Source: an optimization exercise on an open RTL-to-GDS flow (aim: small area, a short achievable clock period and few clock cycles per item). Production flows keep margins and buffers that such runs may drop. Only simulation tests tie the RTL to the original design; equivalence was not proved. No activity file was given, so power comes from the tool's default toggle rates.

==> job 3849 <==
==> flow/design.v (excerpt) <==
module hann_dft64 (
    input  wire               clk,
    input  wire               rst,
    input  wire               in_valid,
    output wire               in_ready,
    input  wire signed [15:0] in_data,
    output wire               out_valid,
    input  wire               out_ready,
    output wire signed [23:0] out_re,
    output wire signed [23:0] out_im
);
export LEC_CHECK = 0
export CAP_MARGIN = 20
export CORE_MARGIN = 2
export CORE_UTILIZATION = 35
export PLACE_DENSITY = 0.45
export SLEW_MARGIN = 20
create_clock -name core_clock -period 12.0 [get_ports {clk}]
standard.sh (not shown) runs the stock make flow with config.mk's settings and CLKGATE_MAP_FILE= SYNTH_SCRIPT=/design/flow/synth_recipe.tcl, a recipe that flattens the netlist after the stock synthesis.
==> flow/flow/run.sh <==
#!/bin/bash
# The standard layout (standard.sh: the standard synthesis and ORFS flow,
# unchanged), with a larger setup margin for ORFS's repair_timing so that the
# optimiser also works on paths that already meet the 12 ns clock.  The SDC,
# clock period and all constraints are the standard flow's own.
set -euo pipefail
export SETUP_SLACK_MARGIN=7.5
bash standard.sh > standard_flow.log 2>&1
==> job 3808: changes against job 3849 <==
--- a/flow/design.v
+++ b/flow/design.v
@@ -5755,20 +5755,23 @@
             6'd30: dsrc = q30;
             6'd31: dsrc = q31;
             6'd32: dsrc = {{2{capn[21]}}, capn, 24'd0};
             default: dsrc = {48{1'bx}};
         endcase
     end
-    reg signed [23:0] ore, oim;
+    reg signed [23:0] ore, oim, ore_o, oim_o;
+    wire [47:0] onx = load_t ? {hr1, r1} : load_d ? dsrc : {ore, oim};
     always @(posedge clk) begin
         if (load_t) begin
             ore <= hr1;
             oim <= r1;
         end else if (load_d) begin
             ore <= dsrc[47:24];
             oim <= dsrc[23:0];
         end
+        ore_o <= onx[47:24];
+        oim_o <= onx[23:0];
     end
     assign out_valid = out_valid_r;
-    assign out_re = ore;
-    assign out_im = oim;
+    assign out_re = ore_o;
+    assign out_im = oim_o;
 endmodule
- CORE_UTILIZATION: 35 -> 55
- PLACE_DENSITY: 0.45 -> 0.65
==> job 8751: changes against job 3849 <==
--- a/flow/design.v
+++ b/flow/design.v
@@ -5755,20 +5755,23 @@
             6'd30: dsrc = q30;
             6'd31: dsrc = q31;
             6'd32: dsrc = {{2{capn[21]}}, capn, 24'd0};
             default: dsrc = {48{1'bx}};
         endcase
     end
-    reg signed [23:0] ore, oim;
+    reg signed [23:0] ore, oim, ore_o, oim_o;
+    wire [47:0] onx = load_t ? {hr1, r1} : load_d ? dsrc : {ore, oim};
     always @(posedge clk) begin
         if (load_t) begin
             ore <= hr1;
             oim <= r1;
         end else if (load_d) begin
             ore <= dsrc[47:24];
             oim <= dsrc[23:0];
         end
+        ore_o <= onx[47:24];
+        oim_o <= onx[23:0];
     end
     assign out_valid = out_valid_r;
-    assign out_re = ore;
-    assign out_im = oim;
+    assign out_re = ore_o;
+    assign out_im = oim_o;
 endmodule
==> flow/flow/run.sh (replaced) <==
#!/bin/bash
# The standard layout (standard.sh: the standard synthesis and ORFS flow,
# unchanged), with a larger setup margin for ORFS's repair_timing so that the
# optimiser also works on paths that already meet the 12 ns clock.  The SDC,
# clock period and all constraints are the standard flow's own.
set -euo pipefail
export SETUP_SLACK_MARGIN=9
bash standard.sh > standard_flow.log 2>&1
==> job 6219: changes against job 3849 <==
--- a/flow/design.v
+++ b/flow/design.v
@@ -5755,20 +5755,23 @@
             6'd30: dsrc = q30;
             6'd31: dsrc = q31;
             6'd32: dsrc = {{2{capn[21]}}, capn, 24'd0};
             default: dsrc = {48{1'bx}};
         endcase
     end
-    reg signed [23:0] ore, oim;
+    reg signed [23:0] ore, oim, ore_o, oim_o;
+    wire [47:0] onx = load_t ? {hr1, r1} : load_d ? dsrc : {ore, oim};
     always @(posedge clk) begin
         if (load_t) begin
             ore <= hr1;
             oim <= r1;
         end else if (load_d) begin
             ore <= dsrc[47:24];
             oim <= dsrc[23:0];
         end
+        ore_o <= onx[47:24];
+        oim_o <= onx[23:0];
     end
     assign out_valid = out_valid_r;
-    assign out_re = ore;
-    assign out_im = oim;
+    assign out_re = ore_o;
+    assign out_im = oim_o;
 endmodule
==> flow/run.sh (new file) <==
#!/bin/bash
# synth_recipe.tcl (not shown) runs the flow's synth.tcl, then flattens the netlist and writes it again
# the make line also repeats each setting of config.mk as NAME=value (left out here)
make -C /OpenROAD-flow-scripts/flow DESIGN_CONFIG=/design/flow/config.mk WORK_HOME=/design/flow/orfs CLKGATE_MAP_FILE= SYNTH_SCRIPT=/design/flow/synth_recipe.tcl finish
removed: flow/flow/run.sh
removed: flow/standard.sh
==> impl_metrics.ini <==
[outcome]
outcome = no timing/DRC/antenna violations

[setup_path]
path_buf_inv = 1
critPathMaxStageDelay_ps = 590
cp_cell_sequence = dlygate4sd2_1

[power_and_ir_drop]
pwr-share-seq_pct = 49.2

[finish]
seq_share_pct = 48.7

[clock_network]
clock-sinks = 4955

[synthesis]
synth_common_cells = 3,163 x edfxtp_1, 3,038 x inv_1, 2,049 x fa_1
# the run above: job 3808

==> impl_metrics.ini <==
[clock_network]
cts.reportedPaths.clkPinSlew_ps = 60
clock-sinks = 4955

[synthesis]
synth_common_cells = 3,163 x edfxtp_1, 3,038 x inv_1, 2,049 x fa_1

[setup_path]
path_buf_inv = 5
critPathMaxStageDelay_ps = 570
cp_cell_sequence = buf_12 > fa_1 > inv_2 > fa_2 > fa_1 > inv_2 > fa_1 > inv_2 > fa_2 > fa_2 > inv_2 > fa_2

[finish]
fill_cells = 63423

[power_and_ir_drop]
p_comb_uw = 8760

[outcome]
outcome = no timing/DRC/antenna violations
# the run above: job 8751

==> impl_metrics.ini <==
[outcome]
outcome = no timing/DRC/antenna violations

[finish]
seq_share_pct = 47.6

[setup_path]
critPathMaxStageDelay_ps = 970
cp_cell_sequence = buf_2
path_buf_inv = 1

[power_and_ir_drop]
pwr-share-seq_pct = 47.6

[clock_network]
clock-sinks = 4907

[synthesis]
synth_common_cells = 3,163 x edfxtp_1, 2,969 x inv_1, 2,049 x fa_1
# the run above: job 3849

==> impl_metrics.ini <==
[outcome]
outcome = no timing/DRC/antenna violations

[clock_network]
clock-sinks = 4955

[setup_path]
critPathMaxStageDelay_ps = 940
path_buf_inv = 5

[finish]
seq_share_pct = 47.8
# the run above: job 6219

Testbench counts of job 3849, summed over its fixed seeds: cycles 3,536, frames 48.
Testbench counts of job 3808, summed over its fixed seeds: cycles 3,536, frames 48.
Testbench counts of job 8751, summed over its fixed seeds: cycles 3,536, frames 48.
Testbench counts of job 6219, summed over its fixed seeds: cycles 3,536, frames 48.


==> inputs of job 2651 <==
RTL: one of the versions met above, not the one the previous note started from.
clock: 12.0 ns
lec_check: 0
cap_margin: 20
core_margin: 2
core_utilization: 35
place_density: 0.45
slew_margin: 20
==> flow/flow/run.sh <==
#!/bin/bash
# The standard layout (standard.sh), in two calls:
#  1. the standard synthesis, unchanged;
#  2. the rest of the ORFS flow with
#     - a larger setup margin for repair_timing, so that the optimiser also
#       works on paths that already meet the 12 ns clock,
#     - cell resizing not limited to cells of the same footprint,
#     - the slow delay buffer clkdlybuf4s50_1 not used (so the port buffers
#       that buffer_ports inserts are ordinary buffers).
# The SDC, clock period and all constraints are the standard flow's own.
set -euo pipefail
export SETUP_SLACK_MARGIN=7.5
bash standard.sh synth > flow_synth.log 2>&1
export DONT_USE_CELLS="sky130_fd_sc_hd__clkdlybuf4s50_1"
bash standard.sh MATCH_CELL_FOOTPRINT=0 finish > flow_layout.log 2>&1
==> job 7663: changes against job 2651 <==
==> flow/flow/run.sh (replaced) <==
#!/bin/bash
# The standard layout (standard.sh: the standard synthesis and ORFS flow,
# unchanged), with a larger setup margin for ORFS's repair_timing so that the
# optimiser also works on paths that already meet the 12 ns clock.  The SDC,
# clock period and all constraints are the standard flow's own.
set -euo pipefail
export SETUP_SLACK_MARGIN=7.5
bash standard.sh > standard_flow.log 2>&1
==> run summary <==
quantity                                                    job 2651        job 7663
Highest attainable clock frequency                        0.2266 GHz      0.2246 GHz
Detailed-route via count                                      139170          138699
Pin count of the biggest net entering global routing             175             204
Per-cell via count in the routed design                        4.958           4.966
Relative area change from synthesis to final layout           13.98%          13.71%
Layout buffering overhead excluding clock cells              0.01158         0.01114
Seq area share                                                0.4757          0.4769
Total CTS buffers                                                565             567
Pin slew with the least headroom to its limit                1318 ps         1213 ps
Net switching fraction of the power                           0.3003          0.2976
CP required                                                 12950 ps        12910 ps
Final-layout clock buffer total                                  785             810
Standby leakage power                                      0.1059 uW       0.1054 uW
Run status                                            finished clean  finished clean
Number of gates resized after CTS                                183             184
Testbench counts of job 2651, summed over its fixed seeds: cycles 3,536, frames 48.
Testbench counts of job 7663, summed over its fixed seeds: cycles 3,536, frames 48.

[what the ideal ports hide]
Ports are ideal in the flow. The routed layouts listed here were re-timed in OpenROAD.
Step 1 (the two cells are an assumption about what drives the block):
set clk [get_ports {clk}]
set_driving_cell -lib_cell sky130_fd_sc_hd__clkbuf_16 $clk
set_driving_cell -lib_cell sky130_fd_sc_hd__buf_2 [delete_from_list [all_inputs] $clk]
Step 2 adds t to the input delays and takes it off the output delays; t is the mean of the earliest and latest rising clock arrival at the registers after step 1. Input paths then give back, and output paths get back, about the clock's delay inside the block.
a / b / c = ideal ports / drivers / drivers and shift; a / b = the first two.
run | t, ns | setup WS [ns] | worst setup path at the end | worst register clock-pin slew, ns | worst slew at a driven data input, ns
job 3849 | 1.204 | 7.283 / 7.147 / 6.615 | input to register | 0.08 / 0.08 | 0.12
job 3808 | 1.161 | 7.520 / 7.393 / 6.594 | input to register | 0.07 / 0.07 | 0.10
job 8751 | 1.222 | 7.729 / 7.659 / 7.729 | register to register | 0.07 / 0.07 | 0.10
job 6219 | 1.214 | 6.195 / 6.195 / 6.195 | register to register | 0.07 / 0.07 | 0.13
job 2651 | 1.211 | 7.587 / 7.488 / 6.585 | input to register | 0.07 / 0.07 | 0.20
job 7663 | 1.215 | 7.548 / 7.422 / 6.331 | input to register | 0.07 / 0.07 | 0.20
After both steps every run listed still meets setup and hold. For job 7663, which loses most, drivers alone change the setup slack by -0.126 ns; drivers and shift together by -1.217 ns.
